This is an optimization exercise on Yosys and OpenROAD, whose aim is small area, a short achievable clock period and few clock cycles, not a production implementation. The RTL was checked by simulation tests, not by an equivalence proof against the original design. Power is estimated from default activity; no workload was simulated.

`flow/design.v`:
```
module mte_top (
    input  wire        clk,
    input  wire        rst,         
    input  wire        tick_en,     
    input  wire        clk_rdy,     
    input  wire        req_valid,
    output wire        req_ready,
    input  wire [47:0] req_word,
    output reg         rsp_valid,
    output reg  [2:0]  rsp_code,
    output reg  [31:0] rsp_data
);
    localparam [2:0] R_OK    = 3'd0, R_CFG  = 3'd1, R_HWI   = 3'd2, R_NOTI = 3'd3,
                     R_INTEG = 3'd4, R_BUS  = 3'd5, R_PROTO = 3'd6;
    localparam [2:0] E_IDLE = 3'd0, E_LO2 = 3'd1, E_LO3 = 3'd2, E_LO4 = 3'd3,
                     E_WD2  = 3'd4, E_WD3 = 3'd5, E_WD4 = 3'd6, E_SL1 = 3'd7;
    function [14:0] div8;
        input [6:0] r;
        input [7:0] x;
        reg   [7:0] a;
        reg   [9:0] s1;
        reg   [2:0] a2;
        reg   [7:0] s2;
        reg         c;
        reg   [7:0] q;
        reg   [6:0] m;
        begin
            a  = {r, x[7]};
            s1 = {1'b0, a, 1'b0} + {2'b0, a} + {3'b0, x[6:0]};
            a2 = s1[9:7];
            s2 = {1'b0, s1[6:0]} + {4'b0, a2, 1'b0} + {5'b0, a2};
            c  = s2 >= 8'd125;
            q  = a + {5'b0, a2} + {7'b0, c};
            m  = c ? s2[6:0] + 7'd3 : s2[6:0];
            div8 = {m, q};
        end
    endfunction
    reg        run;
    reg [31:0] fin;
    reg [12:0] tsf;         
    reg        inexact;
    reg [12:0] pd;          
    reg        rx;          
    reg [3:0]  fcnt;
    reg        dvalid;      
    reg [31:0] cnt;
    reg        ovfp;
    reg [31:0] wrap;
    reg        wsat;
    reg        ovr;
    reg        pv0, pv1, pf0, pf1;
    reg [31:0] sw0, sw1, sc0, sc1;
    reg [22:0] qwr;         
    reg [6:0]  r7r;
    reg [31:0] mslo;        
    reg [6:0]  wkr;
    reg        l_ok, c_hi, c_lo, cport;
    reg        dsrc;        
    reg        dlo;         
    reg        dpend;       
    reg [2:0]  est;
    reg        ready_r;
    reg [15:0] spq;         
    reg [6:0]  spr;         
    reg [1:0]  spl;         
    assign req_ready = ready_r;
    wire        i_fmt  = !req_word[44] && req_word[46:45] == 2'd2 && req_word[33:32] == 2'd0;
    wire        i_g    = req_word[43:37] == 7'd0;
    wire        i_p    = req_word[43:38] == 6'b000100;
    reg         rst_q, tick_q, rdy_q, acc, snap_q;
    reg         t_wr, fmt_ok, g_page, p_page, p;
    reg  [2:0]  t_idx;
    reg  [31:0] t_dat;
    always @(posedge clk) begin
        rst_q  <= rst;
        tick_q <= tick_en;
        rdy_q  <= clk_rdy;
        acc    <= req_valid & ready_r & !rst;
        snap_q <= req_valid & ready_r & !rst & req_word[47] & i_fmt & i_p &
                  req_word[36:34] == 3'd0;
        t_wr   <= req_word[47];
        fmt_ok <= i_fmt;
        g_page <= i_g;
        p_page <= i_p;
        p      <= req_word[37];
        t_idx  <= req_word[36:34];
        t_dat  <= req_word[31:0];
    end
    wire g_map  = g_page;
    wire p_map  = p_page && !(t_idx[2] && t_idx[1]);
    wire g_w    = fmt_ok && g_map && t_wr;             
    wire g_r    = fmt_ok && g_map && !t_wr;            
    wire p_w    = fmt_ok && p_map && t_wr;
    wire p_r    = fmt_ok && p_map && !t_wr;
    wire wr_cmd  = g_w && t_idx == 3'd0;
    wire wr_fin  = g_w && t_idx == 3'd2;
    wire wr_cnt  = g_w && t_idx == 3'd6;
    wire wr_wrap = g_w && t_idx == 3'd7;
    wire wr_snap = p_w && t_idx == 3'd0;
    wire rd_g    = g_r && t_idx != 3'd0;               
    wire rd_pst  = p_r && t_idx == 3'd1;
    wire rd_res  = p_r && t_idx[2:1] != 2'b00;         
    wire legal   = wr_cmd | wr_fin | wr_cnt | wr_wrap | wr_snap | rd_g | rd_pst | rd_res;
    wire pv = p ? pv1 : pv0;
    wire pf = p ? pf1 : pf0;
    wire cfg_bad = tsf == 13'd0;    
    wire dat1    = t_dat == 32'd1;
    wire dat2    = t_dat == 32'd2;
    wire op_init  = acc && wr_cmd && dat1;
    wire op_shut  = acc && wr_cmd && dat2;
    wire init_ok  = op_init && !run && !cfg_bad && rdy_q;
    wire op_fin   = acc && wr_fin;
    wire op_snap  = snap_q && run;
    wire op_wcnt  = acc && wr_cnt && run;
    wire op_wwrap = acc && wr_wrap && run;
    wire res_ok   = rd_res && run && pv && !pf;        
    wire [31:0] swc  = cport ? sw1 : sw0;
    wire [31:0] scc  = cport ? sc1 : sc0;
    wire [31:0] wsrc = dsrc ? swc : wrap;
    reg  [6:0]  b_r;
    reg  [7:0]  b_x;
    always @(*) begin
        case (est)
            E_LO2:   begin b_r = wkr; b_x = scc[26:19]; end
            E_LO3:   begin b_r = wkr; b_x = scc[18:11]; end
            E_LO4:   begin b_r = wkr; b_x = scc[10:3]; end
            E_WD2:   begin b_r = {2'd0, wsrc[31:27]}; b_x = wsrc[26:19]; end
            E_WD3:   begin b_r = r7r; b_x = wsrc[18:11]; end
            E_WD4:   begin b_r = r7r; b_x = wsrc[10:3]; end
            E_SL1:   begin b_r = r7r; b_x = {swc[2:0], scc[31:27]}; end
            default: if (spl == 2'd1) begin                          
                         b_r = spr; b_x = cnt[26:19];
                     end else begin
                         b_r = r7r; b_x = {wrap[2:0], cnt[31:27]};
                     end
        endcase
        if (op_snap) begin               
            if (spl == 2'd2) begin
                b_r = spr; b_x = cnt[18:11];
            end else begin
                b_r = r7r; b_x = {wrap[2:0], cnt[31:27]};
            end
        end
    end
    wire [14:0] b_o  = div8(b_r, b_x);
    wire [6:0]  b_ro = b_o[14:8];
    wire [7:0]  b_q  = b_o[7:0];
    wire [31:0] lo_now = {mslo[23:0], b_q};         
    wire [22:0] hi_now = {qwr[14:0], b_q};          
    wire ms_lo_rd = acc && res_ok && t_idx == 3'd4;
    wire ms_hi_rd = acc && res_ok && t_idx == 3'd5;
    wire lo_hit   = cport == p && (c_lo | est == E_LO4);
    wire hi_hit   = cport == p && c_hi;
    wire ms_wait  = ms_lo_rd && cport == p && !c_lo &&
                    (est == E_SL1 || est == E_LO2 || est == E_LO3);
    wire ms_miss  = (ms_lo_rd && !lo_hit && !ms_wait) || (ms_hi_rd && !hi_hit);
    wire emit     = dpend && (dlo ? est == E_LO4 : est == E_WD4);
    reg [2:0] nx_code;
    always @(*) begin
        nx_code = R_OK;
        if (!legal)
            nx_code = R_BUS;
        else if (wr_cmd) begin
            if (dat1) begin
                if (run)           nx_code = R_PROTO;
                else if (cfg_bad)  nx_code = R_CFG;
                else if (!rdy_q) nx_code = R_HWI;
            end else if (!dat2)
                nx_code = R_PROTO;
        end else if (wr_snap | wr_cnt | wr_wrap) begin
            if (!run) nx_code = R_NOTI;
        end else if (rd_res) begin
            if (!run)     nx_code = R_NOTI;
            else if (pf)  nx_code = R_INTEG;
            else if (!pv) nx_code = R_PROTO;
        end
    end
    wire [31:0] nx_data =
          ({32{rd_g && t_idx == 3'd1}} & {26'd0, inexact & run, ovr, wsat, ovfp, rdy_q, run})
        | ({32{rd_g && t_idx == 3'd2}} & fin)
        | ({32{rd_g && t_idx == 3'd3 && run}} & {19'd0, tsf})
        | ({32{rd_g && t_idx == 3'd5}} & {31'd0, run})
        | ({32{rd_g && t_idx == 3'd6}} & cnt)
        | ({32{rd_g && t_idx == 3'd7}} & wrap)
        | ({32{rd_pst}} & {29'd0, pf, pv, 1'b0})
        | ({32{res_ok && t_idx == 3'd2}} & (p ? sc1 : sc0))
        | ({32{res_ok && t_idx == 3'd3}} & (p ? sw1 : sw0))
        | ({32{res_ok && t_idx == 3'd4}} & (c_lo ? mslo : lo_now))
        | ({32{res_ok && t_idx == 3'd5}} & {9'd0, qwr});
    always @(posedge clk) begin
        if (rst_q || rst)                
            rsp_valid <= 1'b0;
        else
            rsp_valid <= emit | (acc & !ms_miss & !ms_wait);
        rsp_code <= emit ? R_OK : nx_code;
        if (emit)
            rsp_data <= dlo ? lo_now : {9'd0, hi_now};
        else
            rsp_data <= nx_data;
    end
    wire clk_step = run && rdy_q && tick_q;
    wire pd_one   = pd == 13'd1;
    wire tick     = clk_step && pd_one;
    wire cnt_ones = &cnt;
    wire wrap_ev  = tick && cnt_ones;
    wire acc_step = run && ovfp;
    wire w_change = acc_step | op_wwrap | init_ok | op_shut;
    wire [14:0] f_t   = {rx, pd, tsf[12]};
    wire        f_ge  = f_t >= 15'd15625;
    wire [14:0] f_s   = f_t - 15'd15625;
    wire [13:0] f_r   = f_ge ? f_s[13:0] : f_t[13:0];
    wire        f_busy = !run && !dvalid;
    reg [2:0] est_n;
    reg       l_ok_n;
    reg       dpend_n;
    always @(*) begin
        l_ok_n  = l_ok & !w_change;
        dpend_n = dpend & !emit;
        case (est)
            E_LO2:   est_n = E_LO3;
            E_LO3:   est_n = E_LO4;
            E_WD2:   est_n = E_WD3;
            E_WD3:   est_n = E_WD4;
            E_WD4:   est_n = (dsrc && dlo) ? E_SL1 : E_IDLE;
            E_SL1:   est_n = E_LO2;
            default: est_n = E_IDLE;     
        endcase
        if (est == E_WD2 && dsrc)            
            l_ok_n = 1'b0;
        if (est == E_WD4 && !dsrc && !w_change)
            l_ok_n = 1'b1;
        if (!dsrc && w_change && (est == E_WD2 || est == E_WD3 || est == E_WD4))
            est_n = E_WD2;               
        if (est_n == E_IDLE && !l_ok_n && !dpend_n)
            est_n = E_WD2;
        if (op_snap)
            est_n = (spl == 2'd2) ? E_LO4 : E_LO2;
        if (ms_wait)
            dpend_n = 1'b1;
        if (ms_miss) begin
            dpend_n = 1'b1;
            est_n   = (ms_lo_rd && cport == p && c_hi) ? E_SL1 : E_WD2;
        end
        if (rst_q) begin
            est_n   = E_WD2;
            l_ok_n  = 1'b0;
            dpend_n = 1'b0;
        end
    end
    wire run_n    = rst_q ? 1'b0 : init_ok ? 1'b1 : op_shut ? 1'b0 : run;
    wire dvalid_n = rst_q ? 1'b1 : op_fin ? 1'b0 : (f_busy && fcnt == 4'd13) ? 1'b1 : dvalid;
    reg cport_n, c_lo_n, c_hi_n, dsrc_n, dlo_n;
    always @(*) begin
        cport_n = cport; c_lo_n = c_lo; c_hi_n = c_hi; dsrc_n = dsrc; dlo_n = dlo;
        if (est == E_LO4 && !op_snap) c_lo_n = 1'b1;
        if (est == E_WD2 && !dsrc) c_hi_n = 1'b0;
        if (est == E_WD4 && dsrc)  c_hi_n = 1'b1;
        if (emit)                  dsrc_n = 1'b0;
        if (op_snap) begin
            cport_n = p; c_hi_n = 1'b1; c_lo_n = 1'b0; dsrc_n = 1'b0;
        end
        if (ms_miss) begin
            cport_n = p; dsrc_n = 1'b1; c_lo_n = 1'b0;
            if (!(cport == p && c_hi)) c_hi_n = 1'b0;
        end
        if (ms_miss || ms_wait)    dlo_n = ms_lo_rd;
        if (init_ok || op_shut) begin
            c_hi_n = 1'b0; c_lo_n = 1'b0;
        end
        if (rst_q) begin
            c_hi_n = 1'b0; c_lo_n = 1'b0; dsrc_n = 1'b0;
        end
    end
    wire   l_ok2 = (l_ok_n || (est_n == E_WD4 && !dsrc_n)) && !wrap_ev;
    wire   hit0l = !cport_n && (c_lo_n || est_n == E_LO4);
    wire   hit1l =  cport_n && (c_lo_n || est_n == E_LO4);
    wire   hit0h = !cport_n && c_hi_n;
    wire   hit1h =  cport_n && c_hi_n;
    reg    ok2;
    always @(*) begin
        case (est_n)
            E_IDLE, E_LO4:       ok2 = l_ok2;       
            E_SL1, E_LO2, E_LO3: ok2 = l_ok2 && !dpend_n;
            E_WD4:               ok2 = !dsrc_n && !dpend_n && !wrap_ev;
            default:             ok2 = 1'b0;
        endcase
    end
    wire       raw_cfw = req_word[47] && !req_word[40] &&                   
                         ((!req_word[36] && !req_word[34]) ||
                          (req_word[36] && req_word[35] && req_word[34]));
    wire       raw_hit = req_word[37] ? (req_word[34] ? hit1h : hit1l)
                                      : (req_word[34] ? hit0h : hit0l);
    wire       raw_msr = !req_word[47] && req_word[40] && req_word[36] && !req_word[35];
    wire       risky   = req_valid && ready_r && (raw_cfw || (raw_msr && !raw_hit));
    wire       ready_n = !rst && ok2 && (run_n || dvalid_n) && !risky;
    wire sp_lost = rst_q || !l_ok || w_change || op_wcnt || init_ok ||
                   (tick && &cnt[18:0]);
    wire [1:0] spl_n = sp_lost ? 2'd0 :
                       (est == E_IDLE && !op_snap && spl != 2'd2) ? spl + 2'd1 : spl;
    always @(posedge clk) begin
        spl     <= spl_n;
        est     <= est_n;
        l_ok    <= l_ok_n;
        dpend   <= dpend_n;
        ready_r <= ready_n;
        cport   <= cport_n;
        c_lo    <= c_lo_n;
        c_hi    <= c_hi_n;
        dsrc    <= dsrc_n;
        dlo     <= dlo_n;
        if (rst_q) begin
            run <= 1'b0; fin <= 32'd0; tsf <= 13'd0; inexact <= 1'b0;
            cnt <= 32'd0; ovfp <= 1'b0; wrap <= 32'd0;
            wsat <= 1'b0; ovr <= 1'b0; fcnt <= 4'd0; dvalid <= 1'b1;
            pv0 <= 1'b0; pv1 <= 1'b0; pf0 <= 1'b0; pf1 <= 1'b0;
        end else begin
            if (f_busy) begin
                if (fcnt == 4'd0) begin
                    {rx, pd} <= {1'b0, fin[31:19]};
                    tsf      <= fin[18:6];
                    fcnt     <= 4'd1;
                end else begin
                    {rx, pd} <= f_r;
                    tsf      <= {tsf[11:0], f_ge};
                    if (fcnt == 4'd13) begin
                        inexact <= f_r != 14'd0 || fin[5:0] != 6'd0;
                        fcnt    <= 4'd0;
                    end else begin
                        fcnt <= fcnt + 4'd1;
                    end
                end
            end
            dvalid <= dvalid_n;
            if (clk_step)
                pd <= pd_one ? tsf : pd - 13'd1;
            if (tick)
                cnt <= cnt + 32'd1;
            if (wrap_ev) begin
                if (ovfp) ovr <= 1'b1;
                ovfp <= 1'b1;
            end
            if (acc_step) begin
                if (wrap == 32'hFFFFFFFF) wsat <= 1'b1;
                else                      wrap <= wrap + 32'd1;
                if (!wrap_ev) ovfp <= 1'b0;
            end
            if (op_fin)   begin fin <= t_dat; fcnt <= 4'd0; end
            if (op_wcnt)  cnt  <= t_dat;
            if (op_wwrap) wrap <= t_dat;
            if (op_snap) begin
                if (p) begin
                    sw1 <= wrap; sc1 <= cnt; pf1 <= wsat | ovr; pv1 <= !(wsat | ovr);
                end else begin
                    sw0 <= wrap; sc0 <= cnt; pf0 <= wsat | ovr; pv0 <= !(wsat | ovr);
                end
            end
            if (init_ok) begin
                run <= 1'b1;
                pd  <= tsf;
                cnt <= 32'd0;
            end
            if (op_shut)
                run <= 1'b0;
            if (init_ok || op_shut) begin
                ovfp <= 1'b0; wrap <= 32'd0; wsat <= 1'b0; ovr <= 1'b0;
                pv0 <= 1'b0; pv1 <= 1'b0; pf0 <= 1'b0; pf1 <= 1'b0;
            end
            if (!op_snap) case (est)
                E_LO2, E_LO3, E_SL1: begin wkr <= b_ro; mslo <= lo_now; end
                E_LO4: mslo <= lo_now;
                E_WD2, E_WD3, E_WD4: begin r7r <= b_ro; qwr <= hi_now; end
                default: ;
            endcase
            if (op_snap) begin
                wkr <= b_ro;
                if (spl == 2'd2) mslo[23:0] <= {spq, b_q};
                else             mslo[7:0]  <= b_q;
            end
            if (est == E_IDLE && !op_snap && spl != 2'd2) begin
                spq <= {spq[7:0], b_q};
                spr <= b_ro;
            end
        end
    end
endmodule
```
`flow/flow/run.sh`:
```
#!/bin/bash
# The standard layout (standard.sh: the standard synthesis and ORFS steps),
# with one change: the buffer that buffer_ports puts on every input and output
# port is sky130_fd_sc_hd__buf_2 instead of the one it picks by default.
# make's full output goes to flow_make.log here; ORFS keeps each step's log
# under orfs/logs/.
set -euo pipefail
bash standard.sh 'BUFFER_PORTS_ARGS=-buffer_cell sky130_fd_sc_hd__buf_2' finish > flow_make.log 2>&1
```
`flow/standard.sh`:
```
#!/bin/bash
# synth_recipe.tcl (not shown) runs the flow's synth.tcl, then flattens the netlist and writes it again
# the make line also repeats each setting of config.mk as NAME=value (left out here)
make -C /OpenROAD-flow-scripts/flow DESIGN_CONFIG=/design/flow/config.mk WORK_HOME=/design/flow/orfs CLKGATE_MAP_FILE= SYNTH_SCRIPT=/design/flow/synth_recipe.tcl "${@:-finish}"
```
`flow/config.mk`:
```
export PLATFORM = sky130hd
export DESIGN_NAME = mte_top
export DESIGN_NICKNAME = mte_top
export VERILOG_FILES = /design/flow/design.v
export SDC_FILE = /design/flow/constraint.sdc
export NUM_CORES = 4
export LEC_CHECK = 0
export CAP_MARGIN = 20
export CORE_MARGIN = 2
export CORE_UTILIZATION = 40
export CTS_CLUSTER_DIAMETER = 60
export CTS_CLUSTER_SIZE = 22
export SLEW_MARGIN = 20
```
`flow/constraint.sdc`:
```
create_clock -name core_clock -period 55.0 [get_ports {clk}]
set_input_delay 11.0000 -clock core_clock [delete_from_list [all_inputs] [get_ports {clk}]]
set_output_delay 11.0000 -clock core_clock [all_outputs]
set_load 0.01 [all_outputs]
```
==> results of run 1 <==
worst register-to-register path, delay by kind of cell (launching register included):
family	cells	cell delay, ns
fa+ha+maj	8	2.84
compound gates	11	2.78
xor+xnor	3	1.13
simple gates	5	1.04
flops	1	0.74
buf+inv	2	0.41
mux	1	0.38
report_power, final:
group | internal (uW) | total (uW) | switching, uW
sequential | 441 | 467 | 26.1
clock | 152 | 305 | 153
combinational | 182 | 496 | 314
total | 775 | 1270 | 493
kinds of logic after synthesis:
kind of cell / count (synthesis)
and+or+nand+nor: 708
AOI/OAI and AO/OA: 544
muxes: 241
buffers and inverters: 198
DFF: 451
adders and majority gates: 46
xor gates and xnor gates: 107
routing by layer:
layer | vias up | track usage | wire (microns)
li1 | 8664 | - | -
met1 | 9475 | 0.3969 | 35500
met2 | 1175 | 0.4058 | 36560
met3 | 173 | 0.06702 | 10140
met4 | 4 | 0.1189 | 4015
met5 | - | 0 | 25
cells in the final DEF, fill, tap and decap left out, types with 10 or more instances in the layout:
cell / count
and4_1: 10
a211oi_1: 81
o22ai_1: 31
a221oi_1: 19
a31oi_1: 10
a22oi_1: 17
nor2_1: 219
and3_1: 18
buf_4: 69
buf_2: 89
mux2_2: 24
nor3_1: 38
nand2b_1: 14
mux2i_1: 215
clkbuf_16: 42
dfxtp_1: 211
inv_1: 47
nand3_1: 45
nand4_1: 32
xor2_1: 55
or3_1: 12
nor4_1: 18
a21oi_1: 140
a22o_1: 13
xnor2_1: 52
nand2_1: 218
edfxtp_1: 235
ha_1: 40
o221ai_1: 36
nor2b_1: 20
a2111oi_0: 22
a21o_1: 13
o21ai_0: 84
synth_stat cells, drive strengths merged (20+ instances only):
cell,count
dfxtp,216
mux2,24
o21ai,88
nand2,218
a2111oi,23
nor2b,20
a21oi,141
nor4,21
nand4,33
ha,40
buf,43
nor2,220
inv,47
a211oi,83
xnor2,52
o22ai,31
nand3,46
o221ai,36
nor3,42
clkbuf,108
xor2,55
mux2i,215
edfxtp,235
area by class of cell:
type	count	share of cell area
Clock buffer	43	0.04090
Clock inverter	29	0.01312
Inverter	47	0.006777
Multi-Input combinational cell	1646	0.4279
Sequential cell	451	0.4375
Tap cell	765	0.03677
Timing Repair Buffer	158	0.03701
registers in the layout, summed over array words and instances (netlist names), 4 cells and up:
name,cells
pd,13
wkr,7
qwr,23
rsp_data,32
fin,32
cnt,32
r7r,7
sc0,32
sw1,32
spq,16
spr,7
sw0,32
fcnt,4
mslo,32
t_dat,32
sc1,32
tsf,13
wrap,32
worst paths after layout:
kind / startpoint / endpoint / cells after the start
worst max-delay path: ready_r / req_ready / 1
worst min-delay path: spq[4] / spq[12] / 0
worst min register to register: spq[4] / spq[12] / 0
worst max register to register: est[0] / spq[7] / 30
through the flow:
stage / setup WS, ns / cell area (sq um)
after floorplan: 43.01 / 23230
after global placement: 42.70 / 24620
after detailed placement: 42.71 / 24620
after CTS: 42.65 / 26030
after global routing: 42.56 / 26030
final: 42.61 / 26030
==> impl_metrics.py, run 1 <==
metrics = {
    "final_layout": {
        "nFillCells": 5440,
        "seq_area_sq_um": 11390,
        "diodes": 0,
        "final_cells": 3139,
        "fin_nets": 2441,
        "drive_above_1_share": 0.1238,
        "syn2layout_area_growth_pct": 12.06,
        "fin_util": 0.4521,
        "multi_input_area_sq_um": 11140,
    },
    "setup_path": {
        "crit_chain": "buf_2",
        "critPathKind": "register to primary output",
        "cp.arrival_ns": 1.39,
        "path_buf_inv": 1,
        "max_stage_delay_ns": 0.59,
        "cp_max_fo": 2,
        "regToRegSetupSlack_ns": 45.37,
        "end_kind": "primary output",
        "cp_top_family": "flip-flops",
        "cp_data_required_time_ns": 44.00,
        "slowest_stage": "dfxtp_1",
        "cp-start-kind": "register",
    },
    "place": {
        "dp.cells": 3067,
        "io_buffer_count": 89,
        "dp_hpwl_microns": 62910,
        "place.gp.congestion": 0.9795,
    },
    "timing": {
        "max_slew_margin": 0.2826,
        "worstMarginPinSlew_ns": 1.049,
        "hold_viol_final": 0,
        "clock.fmax_mhz": 80.71,
        "maxSlewViolCount": 0,
        "rsz0062_at_grt": "false",
        "min_period_ns": 12.39,
        "fin_worst_skew_ns": 0.03557,
        "hold_slack_ns": 0.4582,
        "setup_tns_ns": 0,
        "period_share": 0.2253,
        "setup_viol": 0,
    },
    "global_routing": {
        "grt_pass1_wl_microns": 123000,
        "grt_antenna_before_repair": 4,
        "grt_pass1_vias": 17680,
        "track_usage": 0.2798,
        "grt-ovfl-total": 0,
        "grt_max_degree": 66,
    },
    "synth": {
        "synth_cell_types": 84,
        "syn_inst": 2295,
        "yosys_warnings": 1,
        "synthMuxAreaShare": 0.1062,
        "synth_adder_area_share": 0.02628,
        "synth_top_area_frac": 0.3038,
        "synth.yosys.seq_area_share": 0.4899,
        "synth_edf_count": 235,
        "syn_nets": 2393,
        "synthArstFlopShare": 0,
        "synth_top_family_by_area": "compound AO/OA/AOI/OAI gates",
        "ys_seq_elements": 451,
        "ys.flop_type": "edfxtp_1",
        "synthSimpleGateAreaFrac": 0.1456,
        "synth_xor_xnor_area_share": 0.04034,
        "syn-cell-area_sq_um": 23230,
        "synth_top_cell_by_area": "edfxtp_1",
        "syn_avg_cell_area_sq_um": 10.12,
        "synth_compound_area_frac": 0.1583,
        "yosys-top-cells-area": "edfxtp_1 (30%), dfxtp_1 (19%), mux2i_1 (9.3%)",
    },
    "clocking": {
        "cts_tree": "done",
        "cts.clk_slew.worst_paths_ns": 0.09,
        "cts_sinks": 451,
        "cts_hold_buf": 0,
        "cts_resized": 0,
        "postCtsSetupBuffers": 0,
        "worstSkewPairLatency_ns": 0.61,
        "clk_path_buf_depth": 3,
        "clockRootBuffer": "clkbuf_16",
        "htree_levels": 2,
        "cts_made_buffers": 39,
    },
    "detailed_routing": {
        "vias": 19490,
        "finalWirelength_microns": 86240,
        "drtIter0Drc": 2768,
        "viasPerCell": 6.209,
        "drt-pass1-iter-count": 6,
        "antenna_left": 0,
        "routedWlPerCell_microns": 27.47,
        "drc": 0,
    },
    "die": {
        "fp.dieH_microns": 245.0,
        "dieArea_sq_um": 60020,
        "ioPinCount": 90,
        "initial_core_util": 0.4034,
        "num_rows": 88,
        "core_sq_um": 57590,
        "die_x_microns": 245.0,
    },
    "run": {
        "cap_violations": 0,
    },
    "power": {
        "power_density_nw_per_um2": 48.69,
        "vdd_drop_max_mv": 0.08063,
        "p_leak_uw": 0.009498,
        "power.total_uw": 1268,
    },
    "worst_hold_path": {
        "hold_path_class": "register to register",
    },
    "status": {
        "status": "no timing/DRC/antenna violations",
    },
}
Testbench counts, summed over its fixed seeds: cycles 12,534.
==> run 2: changes to the inputs <==
--- a/flow/config.mk
+++ b/flow/config.mk
@@ -7,7 +7,7 @@
 export LEC_CHECK = 0
 export CAP_MARGIN = 20
 export CORE_MARGIN = 2
-export CORE_UTILIZATION = 40
+export CORE_UTILIZATION = 55
 export CTS_CLUSTER_DIAMETER = 60
 export CTS_CLUSTER_SIZE = 22
 export SLEW_MARGIN = 20
==> run 2 against run 1 <==
Critical path depth unchanged. Cell count down 7.2%. Area after synthesis unchanged. Critical endpoint unchanged. Via count up 0.47%. Synthesized cell count unchanged.
==> impl_metrics.py, run 2 <==
metrics = {
    "status": {
        "status": "no timing/DRC/antenna violations",
    },
    "timing": {
        "maxSlewViolCount": 0,
        "setup_viol": 0,
        "fin_worst_skew_ns": 0.02462,
        "max_slew_margin": 0.2657,
        "period_share": 0.2193,
        "clock.fmax_mhz": 82.89,
        "hold_viol_final": 0,
        "worstMarginPinSlew_ns": 1.090,
        "min_period_ns": 12.06,
        "hold_slack_ns": 0.4613,
        "rsz0062_at_grt": "false",
        "setup_tns_ns": 0,
    },
    "clocking": {
        "clockRootBuffer": "clkbuf_16",
        "cts_resized": 0,
        "htree_levels": 2,
        "postCtsSetupBuffers": 0,
        "cts_hold_buf": 0,
        "cts_sinks": 451,
        "cts_made_buffers": 37,
        "cts_tree": "done",
        "cts.clk_slew.worst_paths_ns": 0.08,
        "worstSkewPairLatency_ns": 0.59,
        "clk_path_buf_depth": 3,
    },
    "synth": {
        "syn_avg_cell_area_sq_um": 10.12,
        "synth.yosys.seq_area_share": 0.4899,
        "synth_top_area_frac": 0.3038,
        "syn_inst": 2295,
        "ys_seq_elements": 451,
        "syn-cell-area_sq_um": 23230,
        "synth_cell_types": 84,
        "synth_edf_count": 235,
        "syn_nets": 2393,
        "yosys-top-cells-area": "edfxtp_1 (30%), dfxtp_1 (19%), mux2i_1 (9.3%)",
        "synth_most_common_cell": "edfxtp_1",
        "synth_top_cell_by_area": "edfxtp_1",
        "yosys_warnings": 1,
        "ys.flop_type": "edfxtp_1",
        "synthArstFlopShare": 0,
        "ys_top_cells_by_count": "edfxtp_1 (235), nor2_1 (220), nand2_1 (218)",
    },
    "run": {
        "cap_violations": 0,
    },
    "die": {
        "dieArea_sq_um": 43900,
        "initial_core_util": 0.5551,
        "die_x_microns": 209.5,
        "fp.dieH_microns": 209.5,
        "num_rows": 75,
        "ioPinCount": 90,
        "core_sq_um": 41850,
    },
    "global_routing": {
        "grt_antenna_before_repair": 6,
        "grt-ovfl-total": 0,
        "grt_max_degree": 66,
        "grt_pass1_vias": 17770,
        "grt_pass1_wl_microns": 121700,
        "track_usage": 0.3805,
    },
    "final_layout": {
        "final_common_cell": "edfxtp_1",
        "multi_input_area_sq_um": 11130,
        "fin_nets": 2443,
        "seq_area_sq_um": 11390,
        "syn2layout_area_growth_pct": 10.56,
        "drive_above_1_share": 0.1239,
        "layout_common_cells": "edfxtp_1 (235), nor2_1 (219), nand2_1 (218), mux2i_1 (215), dfxtp_1 (211)",
        "nFillCells": 3587,
        "fin_area_sq_um": 25680,
    },
    "power": {
        "p_leak_uw": 0.009467,
        "vdd_drop_max_mv": 0.07952,
        "power_density_nw_per_um2": 48.91,
    },
    "place": {
        "dp_hpwl_microns": 61370,
        "place.gp.congestion": 0.9795,
        "io_buffer_count": 89,
        "dpl-instance-area_sq_um": 24360,
    },
    "setup_path": {
        "slowest_stage": "dfxtp_1",
        "cp_max_fo": 2,
        "cp.arrival_ns": 1.06,
        "critPathKind": "register to primary output",
        "end_kind": "primary output",
        "cp_data_required_time_ns": 44.00,
        "path_buf_inv": 1,
        "crit_chain": "buf_2",
        "max_stage_delay_ns": 0.35,
        "cp_top_family": "flip-flops",
        "cp-start-kind": "register",
    },
    "detailed_routing": {
        "viasPerCell": 6.722,
        "drc": 0,
        "drt-pass1-iter-count": 6,
        "antenna_left": 0,
        "vias": 19580,
        "finalWirelength_microns": 84490,
        "drtIter0Drc": 2730,
        "routedWlPerCell_microns": 29.01,
    },
    "worst_hold_path": {
        "hold_path_class": "register to register",
    },
}
[run 2: cell types whose count changed in the layout (fill, tap and decap cells not counted), moves of 2 or more]
cell / delta
inv_12: -3
inv_4: +2
clkbuf_16: -2
inv_8: +2
clkinv_1: -2
buf_4: +4
clkinv_2: -4
inv_6: +2
[run 2: path summary, 6_finish.rpt]
| check | slack [ns] | depth (start not counted) | to | start |
|---|---|---|---|---|
| worst max-delay path | 42.94 | 1 | req_ready | ready_r |
| worst min-delay path | 0.46 | 0 | spq[8] | spq[0] |
| worst max register to register | 45.42 | 29 | rsp_data[7] | est[2] |
| worst min register to register | 0.46 | 0 | spq[8] | spq[0] |
[run 2: logic make-up after synthesis]
kind of cell    synth area share
compound gates            0.1583
buf+inv                  0.03334
fa+ha+maj                0.02628
flops                     0.4899
xor+xnor                 0.04034
simple gates              0.1456
mux                       0.1062
[run 2: routing by layer]
| layer | share of wire | vias up | global-route usage |
|---|---|---|---|
| met4 | 0.056 | 8 | 0.1810 |
| met3 | 0.11 | 228 | 0.08140 |
| li1 | - | 8656 | - |
| met5 | 0.00063 | - | 0 |
| met2 | 0.43 | 1170 | 0.5597 |
| met1 | 0.40 | 9520 | 0.5374 |
[run 2: metrics by stage]
stage	instances	total power (uW)	util	worst slack, ns
2_1_floorplan	2295	816.0	-	43.01
3_3_place_gp	2845	946.0	0.5820	42.78
3_5_place_dp	2845	956.1	0.5820	42.75
4_1_cts	2912	1251	0.6134	42.93
5_1_grt	2912	1316	0.6136	42.91
6_report	2913	1256	0.6137	42.94
[run 2: layout make-up]
type | count | area share
inverter | 47 | 0.006869
sequential | 451 | 0.4435
multi-input combinational | 1646 | 0.4334
timing repair buffer | 162 | 0.03868
clock buffer | 40 | 0.03897
antenna | 1 | 0.00009743
tap | 539 | 0.02626
clock inverter | 27 | 0.01223
[run 2: power breakdown]
group          total [uW]  switching, uW  leakage (uW)  internal (uW)
Combinational         500            316       0.00473            183
Sequential            465           24.4       0.00410            441
Clock                 291            148      0.000640            143
==> run 3: changes to the inputs <==
--- a/flow/config.mk
+++ b/flow/config.mk
@@ -7,7 +7,7 @@
 export LEC_CHECK = 0
 export CAP_MARGIN = 20
 export CORE_MARGIN = 2
-export CORE_UTILIZATION = 55
+export CORE_UTILIZATION = 70
 export CTS_CLUSTER_DIAMETER = 60
 export CTS_CLUSTER_SIZE = 22
 export SLEW_MARGIN = 20
==> run 3 against run 2 <==
Still clean. Routed wire length fell by 4.1%. Critical path depth did not move. Sequential cell count did not move. Non-clock buffer count fell by 15. Largest cell class unchanged. Largest power group unchanged.
==> impl_metrics.py, run 3 <==
metrics = {
    "power": {
        "power_density_nw_per_um2": 49.58,
        "p_switching_uw": 497.6,
        "p_leak_uw": 0.009322,
        "pwr-share-comb": 0.418,
        "pwr-share-seq": 0.373,
        "pwr-share-clk": 0.210,
        "power.total_uw": 1254,
        "internal_power_uw": 756.1,
        "vdd_drop_max_mv": 0.2509,
        "sw_frac_of_total": 0.3969,
    },
    "place": {
        "dpl-instance-area_sq_um": 24120,
        "dp_slack_ns": 42.55,
        "dp_hpwl_microns": 58310,
        "io_buffer_count": 89,
        "place.gp.congestion": 1.104,
    },
    "detailed_routing": {
        "drtIter0Drc": 3359,
        "viasPerCell": 7.250,
        "antenna_left": 0,
        "drt-pass1-iter-count": 7,
        "vias": 20260,
        "finalWirelength_microns": 81020,
        "routedWlPerCell_microns": 28.99,
        "drc": 0,
    },
    "synth": {
        "synth_edf_count": 235,
        "syn_inst": 2295,
        "synth_cell_types": 84,
        "synth_xor_xnor_area_share": 0.04034,
        "ys.flop_type": "edfxtp_1",
        "synthArstFlopShare": 0,
        "syn_nets": 2393,
        "syn_avg_cell_area_sq_um": 10.12,
        "synthSimpleGateAreaFrac": 0.1456,
        "synthMuxAreaShare": 0.1062,
        "synth_top_cell_by_area": "edfxtp_1",
        "synth_adder_area_share": 0.02628,
        "synth_top_family_by_area": "compound AO/OA/AOI/OAI gates",
        "yosys-top-cells-area": "edfxtp_1 (30%), dfxtp_1 (19%), mux2i_1 (9.3%)",
        "synth_compound_area_frac": 0.1583,
        "synth_most_common_cell": "edfxtp_1",
        "synth.yosys.seq_area_share": 0.4899,
        "syn-cell-area_sq_um": 23230,
        "ys_top_cells_by_count": "edfxtp_1 (235), nor2_1 (220), nand2_1 (218)",
        "yosys_warnings": 1,
        "synth_top_area_frac": 0.3038,
        "ys_seq_elements": 451,
    },
    "setup_path": {
        "cp_top_family": "flip-flops",
        "critPathKind": "register to primary output",
        "cp_data_required_time_ns": 44.00,
        "end_kind": "primary output",
        "cp-start-kind": "register",
        "cp.arrival_ns": 1.04,
        "max_stage_delay_ns": 0.36,
        "slowest_stage": "dfxtp_1",
        "cp_max_fo": 2,
        "crit_chain": "buf_2",
        "path_buf_inv": 1,
    },
    "final_layout": {
        "syn2layout_area_growth_pct": 8.844,
        "layout_common_cells": "edfxtp_1 (235), nor2_1 (219), nand2_1 (218), mux2i_1 (215), dfxtp_1 (211)",
        "drive_above_1_share": 0.1135,
        "fin_nets": 2426,
        "final_common_cell": "edfxtp_1",
        "fin_util": 0.7752,
        "nFillCells": 2174,
        "fin_area_sq_um": 25290,
    },
    "status": {
        "status": "no timing/DRC/antenna violations",
    },
    "clocking": {
        "cts_sinks": 451,
        "clockRootBuffer": "clkbuf_16",
        "cts_resized": 0,
        "worstSkewPairLatency_ns": 0.55,
        "cts_hold_buf": 0,
        "cts_tree": "done",
        "htree_levels": 2,
        "cts_made_buffers": 35,
        "postCtsSetupBuffers": 0,
        "cts.clk_slew.worst_paths_ns": 0.08,
        "clk_path_buf_depth": 3,
    },
    "timing": {
        "hold_viol_final": 0,
        "setup_slack_ns": 42.96,
        "max_slew_margin": 0.2462,
        "rsz0062_at_grt": "false",
        "maxSlewViolCount": 0,
        "worstMarginPinSlew_ns": 1.126,
        "setup_viol": 0,
        "period_share": 0.2188,
        "fin_worst_skew_ns": 0.03851,
        "min_period_ns": 12.04,
        "setup_tns_ns": 0,
        "clock.fmax_mhz": 83.08,
    },
    "global_routing": {
        "grt_pass1_wl_microns": 115700,
        "grt_max_degree": 66,
        "track_usage": 0.4607,
        "grt-ovfl-total": 0,
        "grt_antenna_before_repair": 1,
        "grt_pass1_vias": 18140,
    },
    "die": {
        "ioPinCount": 90,
        "dieArea_sq_um": 34660,
        "die_x_microns": 186.2,
        "initial_core_util": 0.7122,
        "fp.dieH_microns": 186.2,
        "num_rows": 66,
        "core_sq_um": 32620,
    },
    "worst_hold_path": {
        "hold_path_class": "register to register",
    },
    "run": {
        "cap_violations": 0,
    },
}
-- run 3: metal layers --
metal | vias up | share of wire | track usage
met2 | 1744 | 0.42 | 0.6735
li1 | 8634 | - | -
met3 | 383 | 0.16 | 0.1809
met5 | - | 0 | 0
met4 | 0 | 0.073 | 0.2454
met1 | 9503 | 0.35 | 0.5914
-- run 3: worst paths after layout --
check | from | endpoint | slack, ns | depth (start not counted)
setup / recovery | ready_r | req_ready | 42.96 | 1
hold reg to reg | spq[0] | spq[8] | 0.46 | 0
hold / removal | spq[0] | spq[8] | 0.46 | 0
setup reg to reg | cport | rsp_data[7] | 44.87 | 30
-- run 3: metrics by stage --
stage                     std cells  hold slack (ns)
after CTS                      2794           0.4518
after global placement         2733           0.4277
after floorplan                2295           0.4202
after detailed placement       2733           0.4314
after global routing           2794           0.4698
final                          2795           0.4587
-- run 3: area by class of cell --
| type | instances | area (sq um) | area share |
|---|---|---|---|
| Timing Repair Buffer | 147 | 880.8 | 0.03484 |
| Antenna cell | 1 | 2.502 | 0.00009897 |
| Clock buffer | 41 | 940.9 | 0.03721 |
| Multi-Input combinational cell | 1646 | 11120 | 0.4399 |
| Sequential cell | 451 | 11390 | 0.4504 |
| Tap cell | 442 | 553.0 | 0.02187 |
| Inverter | 47 | 176.4 | 0.006977 |
| Clock inverter | 20 | 220.2 | 0.008709 |
-- run 3: cell families after synthesis --
| family | count (synthesis) |
|---|---|
| mux | 241 |
| fa+ha+maj | 46 |
| compound gates | 544 |
| simple gates | 708 |
| xor+xnor | 107 |
| buf+inv | 198 |
| flops | 451 |
-- run 3: power groups by stage --
| stage | Sequential (uW) | Combinational, uW | Clock [uW] |
|---|---|---|---|
| global placement | 470 | 475 | 0 |
| CTS | 465 | 503 | 261 |
| finish | 467 | 524 | 263 |
| global route | 468 | 566 | 274 |
| detailed placement | 472 | 498 | 0 |
| floorplan | 460 | 356 | 0 |

-- separate check: timing with driven ports --
The flow's constraints put no driver on any port. The routed layouts listed below were extracted and timed again, unchanged, in two steps. Step 1, drivers: a clkbuf_16 drives clk and a buf_2 each remaining input, both assumed. Step 2 moves the port delays by t, midway between the first and last clock arrival at a register: inputs arrive t later, outputs are due t later. That takes back most of the time a late clock gives input paths. a / b / c = ideal / step 1 / step 2; a / b = the first two.
run	t (ns)	setup WS [ns]	pins driven straight from the clock port
run 1	0.655	42.610 / 42.547 / 42.608	1
run 2	0.633	42.936 / 42.877 / 42.710	1
run 3	0.585	42.964 / 42.909 / 42.539	1
After both steps every run listed still meets setup and hold. For run 3, which loses most, drivers alone change the setup slack by -0.055 ns; drivers and shift together by -0.425 ns.
